Context: an optimization exercise on an open-source flow, tuned for small area, a short achievable clock period and few clock cycles. The choices shown serve that exercise and are no tape-out recipe.
In this exercise RTL edits were held to simulation tests only and were not proved equivalent to the original.

**flow/config.mk**
```make
export PLATFORM = sky130hd
export DESIGN_NAME = mnt_fxu
export DESIGN_NICKNAME = mnt_fxu
export VERILOG_FILES = /design/flow/design.v
export SDC_FILE = /design/flow/constraint.sdc
export NUM_CORES = 4
export LEC_CHECK = 0
export CAP_MARGIN = 20
export CORE_MARGIN = 2
export CORE_UTILIZATION = 40
export SLEW_MARGIN = 20
```
**flow/design.v**
```verilog
module mnt_fxu (
    input  wire        clk,
    input  wire        rst,       
    input  wire        req,
    input  wire        we,
    input  wire [5:0]  addr,      
    input  wire [31:0] wdata,
    output wire        ready,
    output reg  [31:0] rdata
);
    localparam [31:0] ID_VALUE = 32'h4D4E5431;
    localparam [5:0] A_ID = 6'h00, A_STATUS = 6'h02, A_CMD = 6'h03;
    localparam [5:0] OP_FADD   = 6'h01, OP_FSUB  = 6'h02, OP_FADDI = 6'h03,
                     OP_FSUBI  = 6'h04, OP_FMUL  = 6'h05, OP_FMULI = 6'h06,
                     OP_FDIVI  = 6'h07, OP_FSHL  = 6'h08, OP_FSHR  = 6'h09,
                     OP_FAND   = 6'h0A, OP_FFLOOR= 6'h0B, OP_FFRACT= 6'h0C,
                     OP_FROMI  = 6'h10, OP_FROMU = 6'h11, OP_FROMB = 6'h12,
                     OP_FROMF  = 6'h13, OP_TOI   = 6'h14, OP_TOU   = 6'h15,
                     OP_TOB    = 6'h16, OP_TOF   = 6'h17, OP_LI    = 6'h30;
    reg [31:0] regs [0:15];
    reg        ill;           
    reg        lipend;        
    reg [3:0]  lird;
    reg        e_valid;       
    reg        e_alu;         
    reg [3:0]  e_rd;
    reg [31:0] e_word;
    reg        busy;          
    reg        div_run;       
    reg [4:0]  div_cnt;       
    reg [31:0] div_rem;
    reg [31:0] div_quo;
    reg [31:0] div_dsr;
    reg        div_neg;
    reg [3:0]  div_rd;
    wire [5:0]  op = wdata[31:26];
    wire fmt_rrr = (op >= OP_FADD && op <= OP_FDIVI) || op == OP_FAND;
    wire fmt_rrs = (op == OP_FSHL) || (op == OP_FSHR);
    wire fmt_rr  = (op == OP_FFLOOR) || (op == OP_FFRACT) ||
                   (op >= OP_FROMI && op <= OP_TOF);
    wire fmt_ri  = (op == OP_LI);
    reg legal;
    always @(*) begin
        if (fmt_rrr)      legal = (wdata[13:0] == 14'd0);
        else if (fmt_rrs) legal = (wdata[17:5] == 13'd0);
        else if (fmt_rr)  legal = (wdata[17:0] == 18'd0);
        else if (fmt_ri)  legal = (wdata[21:0] == 22'd0);
        else              legal = 1'b0;
    end
    wire is_reg   = (addr[5:4] == 2'b10);
    wire hazard   = !we && is_reg && e_valid && (addr[3:0] == e_rd);
    assign ready = !busy && !hazard;
    wire acc      = req && ready;
    wire wr_reg   = acc && we && is_reg;
    wire wr_cmd   = acc && we && (addr == A_CMD);
    wire wr_stat  = acc && we && (addr == A_STATUS);
    wire cmd_li_d = wr_cmd && lipend;
    wire cmd_ok   = wr_cmd && !lipend && legal;
    wire cmd_ill  = wr_cmd && !lipend && !legal;
    wire cmd_li   = cmd_ok && (op == OP_LI);
    wire cmd_div  = cmd_ok && (op == OP_FDIVI);
    wire cmd_alu  = cmd_ok && (op != OP_LI);
    always @(*) begin
        rdata = 32'd0;
        if (addr == A_ID)
            rdata = ID_VALUE;
        else if (addr == A_STATUS)
            rdata = {27'd0, lipend, 2'b00, ill, 1'b0};
        else if (is_reg)
            rdata = regs[addr[3:0]];
    end
    wire [5:0]  x_op = e_word[31:26];
    wire [3:0]  x_ra = e_word[21:18];
    wire [3:0]  x_rb = e_word[17:14];
    wire [4:0]  x_sh = e_word[4:0];
    wire [31:0] va = regs[x_ra];
    wire [31:0] vb = regs[x_rb];
    wire        f_sign = va[31];
    wire [7:0]  f_exp  = va[30:23];
    wire [22:0] f_frac = va[22:0];
    wire [23:0] f_mant = {1'b1, f_frac};
    reg  [31:0] fromf_mag;
    reg  [31:0] fromf_res;
    always @(*) begin
        fromf_mag = 32'd0;
        if (f_exp >= 8'd140)
            fromf_mag = {8'd0, f_mant} << (f_exp - 8'd140);
        else if (f_exp > 8'd116)
            fromf_mag = {8'd0, f_mant} >> (8'd140 - f_exp);
        if (f_exp == 8'hFF && f_frac != 23'd0)
            fromf_res = 32'd0;
        else if (f_exp >= 8'd148)
            fromf_res = f_sign ? 32'h80000000 : 32'h7FFFFFFF;
        else
            fromf_res = f_sign ? (~fromf_mag + 32'd1) : fromf_mag;
    end
    wire [31:0] a_mag = va[31] ? (~va + 32'd1) : va;
    wire [31:0] b_mag = vb[31] ? (~vb + 32'd1) : vb;
    reg  [4:0]  a_lead;
    reg  [4:0]  b_lead;
    integer     i;
    always @(*) begin
        a_lead = 5'd0;
        b_lead = 5'd0;
        for (i = 0; i < 32; i = i + 1) begin
            if (a_mag[i]) a_lead = i[4:0];
            if (b_mag[i]) b_lead = i[4:0];
        end
    end
    wire [31:0] t_norm  = a_mag << (5'd31 - a_lead);
    wire [23:0] t_keep  = t_norm[31:8];
    wire        t_guard = t_norm[7];
    wire        t_stick = |t_norm[6:0];
    wire        t_up    = t_guard & (t_stick | t_keep[0]);
    wire [24:0] t_rnd   = {1'b0, t_keep} + {24'd0, t_up};
    wire [7:0]  t_exp   = {3'd0, a_lead} + 8'd117 + {7'd0, t_rnd[24]};
    wire [22:0] t_man   = t_rnd[24] ? t_rnd[23:1] : t_rnd[22:0];
    wire [31:0] tof_res = (va == 32'd0) ? 32'd0 : {va[31], t_exp, t_man};
    wire [31:0] prod = va * vb;
    reg  [31:0] result;
    always @(*) begin
        case (x_op)
            OP_FADD:   result = va + vb;
            OP_FSUB:   result = va - vb;
            OP_FADDI:  result = va + {vb[21:0], 10'd0};
            OP_FSUBI:  result = va - {vb[21:0], 10'd0};
            OP_FMUL:   result = $signed(prod) >>> 10;
            OP_FMULI:  result = prod;
            OP_FSHL:   result = va << x_sh;
            OP_FSHR:   result = $signed(va) >>> x_sh;
            OP_FAND:   result = va & vb;
            OP_FFLOOR: result = {va[31:10], 10'd0};
            OP_FFRACT: result = {22'd0, va[9:0]};
            OP_FROMI,
            OP_FROMU:  result = {va[21:0], 10'd0};
            OP_FROMB:  result = {14'd0, va[7:0], 10'd0};
            OP_FROMF:  result = fromf_res;
            OP_TOI,
            OP_TOU:    result = $signed(va) >>> 10;
            OP_TOB:    result = {24'd0, va[17:10]};
            OP_TOF:    result = tof_res;
            default:   result = 32'd0;    
        endcase
    end
    wire        x_div   = e_valid && e_alu && (x_op == OP_FDIVI);
    wire        d_zero  = (vb == 32'd0) || (va == 32'd0) || (a_lead < b_lead);
    wire [4:0]  d_k     = a_lead - b_lead;
    wire [31:0] d_dsr   = b_mag << d_k;
    wire [32:0] div_trial = {1'b0, div_rem} - {1'b0, div_dsr};
    wire        div_ge    = ~div_trial[32];
    wire [31:0] quo_next  = {div_quo[30:0], div_ge};
    wire        div_done  = div_run && (div_cnt == 5'd0);
    wire [31:0] div_res   = div_neg ? (~quo_next + 32'd1) : quo_next;
    wire        x_wr    = e_valid && !(x_div && !d_zero);
    wire        rf_we   = div_done || x_wr;
    wire [3:0]  rf_wa   = div_done ? div_rd : e_rd;
    wire [31:0] rf_wd   = div_done ? div_res : (e_alu ? result : e_word);
    always @(posedge clk) begin
        if (rf_we)
            regs[rf_wa] <= rf_wd;
    end
    always @(posedge clk) begin
        if (rst) begin
            ill     <= 1'b0;
            lipend  <= 1'b0;
            lird    <= 4'd0;
            e_valid <= 1'b0;
            busy    <= 1'b0;
            div_run <= 1'b0;
        end else begin
            e_valid <= wr_reg || cmd_li_d || cmd_alu;
            if (wr_stat && wdata[1]) ill <= 1'b0;
            if (cmd_ill) ill <= 1'b1;
            if (cmd_li_d) lipend <= 1'b0;
            if (cmd_li) begin
                lipend <= 1'b1;
                lird   <= wdata[25:22];
            end
            if (cmd_div) busy <= 1'b1;
            if (x_div) begin
                if (d_zero) begin
                    busy <= 1'b0;
                end else begin
                    div_run <= 1'b1;
                end
            end
            if (div_run) begin
                if (div_done) begin
                    div_run <= 1'b0;
                    busy    <= 1'b0;
                end
            end
        end
    end
    always @(posedge clk) begin
        e_alu  <= !(wr_reg || cmd_li_d);
        e_rd   <= wr_reg ? addr[3:0] : (cmd_li_d ? lird : wdata[25:22]);
        e_word <= wdata;
        if (x_div) begin
            div_cnt <= d_k;
            div_rem <= a_mag;
            div_quo <= 32'd0;
            div_dsr <= d_dsr;
            div_neg <= va[31] ^ vb[31];
            div_rd  <= e_rd;
        end else if (div_run) begin
            if (div_ge) div_rem <= div_trial[31:0];
            div_quo <= quo_next;
            div_dsr <= {1'b0, div_dsr[31:1]};
            div_cnt <= div_cnt - 5'd1;
        end
    end
endmodule
```
**flow/run.sh**
```bash
#!/bin/bash
# synth_recipe.tcl (not shown) runs the flow's synth.tcl, then flattens the netlist and writes it again
# the make line also repeats each setting of config.mk as NAME=value (left out here)
make -C /OpenROAD-flow-scripts/flow DESIGN_CONFIG=/design/flow/config.mk WORK_HOME=/design/flow/orfs CLKGATE_MAP_FILE= SYNTH_SCRIPT=/design/flow/synth_recipe.tcl finish
```
**flow/constraint.sdc**
```tcl
create_clock -name core_clock -period 14.0 [get_ports {clk}]
set_input_delay 2.8000 -clock core_clock [delete_from_list [all_inputs] [get_ports {clk}]]
set_output_delay 2.8000 -clock core_clock [all_outputs]
set_load 0.01 [all_outputs]
```
==> flow_summary.ini <==
[global_routing]
grt_pass1_vias = 60500
globalRouteTotalUtil_pct = 34.1
grt_pass1_wl_microns = 444000
overflow = 0
grt_max_degree = 88
antenna_found_initial = 26

[final_layout]
drive_gt1_share_pct = 14.1
regArea_sq_mm = 0.0192
area_growth_pct = 8.98
multiInputGateArea_sq_mm = 0.0470
fin_util_pct = 43.8
nets = 7792
fillers = 16700

[sta]
fin_hold_ws_ns = 0.487
clock_skew_ns = 0.0504
finalCritPeriodShare_pct = 93.8
maxSlewHeadroom_pct = 16.0
fmax_mhz = 76.2
finalHoldViolCount = 0
slew_viol_final = 0
setup_viol = 0
rsz0062_at_grt = no
tns_ns = 0
tightest_slew_ns = 1.25
min_period_ns = 13.13

[cts]
cts.clk_slew.worst_paths_ns = 0.07
holdBufCountCts = 0
cts_tree = built
numCtsBuffers = 74
clock_latency_ns = 0.69
cts.sinks = 663
clockRootBuffer = clkbuf_16
htreeDepth = 3
clk_path_buf_depth = 3

[logic_synthesis]
syn_area_sq_mm = 0.0707
synth_top_area_share_pct = 24.9
synth.distinct_cells = 119
netlist_instances = 7239
ys_ff_latch = 663
synth_warnings = 1
synth_fp_nets = 7924
synth_edf_count = 586
async_flop_share_pct = 0
synth_ff_type = edfxtp_1
synth_seq_area_share_pct = 27.1
synth_area_leaders = edfxtp_1 (25%), mux4_2 (14%), fa_1 (12%), nand2_1 (4.8%), ha_1 (4.1%)
synth_area_leader_cell = edfxtp_1
syn_area_per_cell_sq_um = 9.77

[worst_hold_path]
hold_start = lird[1]
hold_class = reg2reg
min_path_cells = 2
holdPathEnd = lird[1]

[route]
wl_microns = 313000
route.detailed.drc = 0
dr_total_vias = 62100
first_pass_iters = 7
wl_per_cell_microns = 32.9
drt-initial-drc-count = 8819
viasPerCell = 6.52
postRouteAntennaNets = 0

[critical_path]
crit_buf_inv = 8
cp_slowest_cell = a221oi_2
cp_max_fo = 34
crit_type = reg2reg
r2r_cells = 35
cpMostUsedCell = fa_1
crit_arrival_ns = 13.44
rrSetupSlack_ns = 0.87
timing.rr.end = regs[0][26]
max_stage_delay_ns = 0.81
crit_family = compound AO/OA/AOI/OAI gates
end_kind = flop
crit_start = e_word[18]
r2r-start = e_word[18]
worst_ep_required_time_ns = 14.31
startpoint_type = flop

[floorplan]
core_area_sq_mm = 0.176
dieWidth_microns = 424
start_util_pct = 40.2
ios = 75
fp-row-count = 154
die_h_microns = 424
dieArea_sq_mm = 0.180

[flow_run]
maxCapViolCount = 0

[status]
outcome = finished clean

[placement]
portBuffers = 74
dp_hpwl_microns = 228000
gp_congestion = 1.12
==> sequential cells by signal, indices dropped and copies added (netlist names), 4 cells and up <==
name,cells
e_rd,4
lird,4
e_word,32
div_dsr,32
regs,512
div_rem,32
div_cnt,5
div_quo,31
div_rd,4
==> cell type report <==
cell class                      count  share of cell area, %
Multi-Input combinational cell   5344                   61.0
Tap cell                         2340                   3.80
Timing Repair Buffer              321                   3.56
Clock buffer                       92                   2.58
Sequential cell                   663                   24.9
Inverter                          703                   3.43
Clock inverter                     44                  0.698
Antenna cell                       11                 0.0357
==> cells by family (layout without fill, tap and decap cells) <==
logic type | count (synthesis) | after routing | synth area share, %
buf+inv | 1232 | 1160 | 6.94
other cells | 0 | 11 | 0
simple gates | 2100 | 2100 | 13.4
flops | 663 | 663 | 27.1
compound gates | 1508 | 1508 | 13.8
mux | 746 | 746 | 18.7
fa+ha+maj | 643 | 643 | 15.7
xor+xnor | 347 | 347 | 4.34
==> synth_stat cells (all sizes together) (46+ instances only) <==
cell    number
a211oi      76
a21oi      426
a221oi      53
a31oi       49
and2       132
buf        179
clkbuf     348
dfxtp       77
edfxtp     586
fa         412
ha         231
inv        693
mux2i      251
mux4       451
nand2      902
nand3      114
nor2       557
nor2b       49
nor3       113
o211ai      54
o21ai      395
o22ai       46
xnor2      208
xor2       139
==> metrics by stage <==
| step | cell area [sq um] | instances | setup slack (ns) |
|---|---|---|---|
| 6_report | 77100 | 9518 | 0.868 |
| 5_1_grt | 77000 | 9508 | 0.324 |
| 4_1_cts | 76900 | 9504 | 0.822 |
| 3_5_place_dp | 74400 | 9368 | 0.890 |
| 3_3_place_gp | 74400 | 9366 | 1.01 |
| 2_1_floorplan | 70700 | 7239 | 1.35 |
==> how the worst max path moves through the flow <==
| stage | cells after the start | end | slack [ns] |
|---|---|---|---|
| finish | 35 | regs[0][26] | 0.87 |
| CTS | 36 | regs[13][27] | 0.82 |
| floorplan | 39 | regs[0][27] | 1.35 |
| global placement | 36 | regs[13][27] | 1.01 |
| global route | 37 | regs[14][27] | 0.32 |
| detailed placement | 36 | regs[10][27] | 0.89 |
==> placed cells by master (no fill, tap or decap), types with 26 or more instances in the layout <==
cell type / netlist / final
a211oi_1: 74 / 73
a21boi_0: 27 / 27
a21o_1: 44 / 44
a21oi_1: 425 / 423
a221oi_1: 41 / 35
a22o_1: 30 / 30
a22oi_1: 41 / 41
a31oi_1: 48 / 48
and2_1: 126 / 126
and3_1: 26 / 26
buf_4: 15 / 234
clkbuf_16: 0 / 76
clkdlybuf4s50_1: 0 / 70
dfxtp_1: 77 / 64
edfxtp_1: 586 / 586
fa_1: 412 / 412
ha_1: 231 / 231
inv_1: 676 / 673
mux2_2: 43 / 43
mux2i_1: 250 / 249
mux4_2: 432 / 432
nand2_1: 899 / 898
nand2b_1: 31 / 30
nand3_1: 113 / 113
nor2_1: 556 / 536
nor2b_1: 49 / 47
nor3_1: 112 / 111
o211ai_1: 53 / 53
o21ai_0: 384 / 377
o221ai_1: 27 / 26
o22ai_1: 46 / 46
o31ai_1: 32 / 32
or3_1: 34 / 33
xnor2_1: 204 / 199
xor2_1: 139 / 136
==> worst register-to-register path, delay by kind of cell, from the launching register on <==
kind                     cells  cell delay (ns)
adder cells (fa/ha/maj)      9             4.14
AO/OA/AOI/OAI               14             4.15
flip-flops                   1             0.72
XOR/XNOR                     1             0.75
AND/OR/NAND/NOR              3             1.49
buffers and inverters        8             1.52
==> per-layer routing <==
layer / routed length, microns / track usage (%) / vias up
met5: 133 / 0 / -
met4: 22700 / 20.1 / 20
met3: 35500 / 9.55 / 1064
met2: 136000 / 51.9 / 4098
met1: 118000 / 43.4 / 31100
li1: - / - / 25800
==> timing repair <==
item / 4_1_cts / 5_1_grt
buffers inserted: 0 / 2
endpoints found under the setup margin: 0 / 16
gates resized for setup: 0 / 0
Testbench counts, summed over its fixed seeds: cycles 35,047.

[what the ideal ports hide]
The results above use ideal ports. As a check the final layout listed here was re-extracted and re-timed, cells and wires unchanged.
Step 1 sets driving cells, clkbuf_16 on the clock port and buf_2 on the other inputs (assumed; they add their load-dependent delay and slew).
Step 2 moves the port delays by t, midway between the first and last clock arrival at a register: inputs arrive t later, outputs are due t later. That takes back most of the time a late clock gives input paths.
a / b / c = no drivers / after step 1 / after step 2; a / b = the first two.
t (ns): 0.740
slack for setup (ns): 0.868 / 0.868 / 0.868
hold WS [ns]: 0.487 / 0.487 / 0.487
worst setup path at the end: register to register
pins driven straight from the clock port: 1
After both steps setup and hold are still met in this run. For this run, drivers alone change the setup slack by 0.000 ns; drivers and shift together by 0.000 ns.
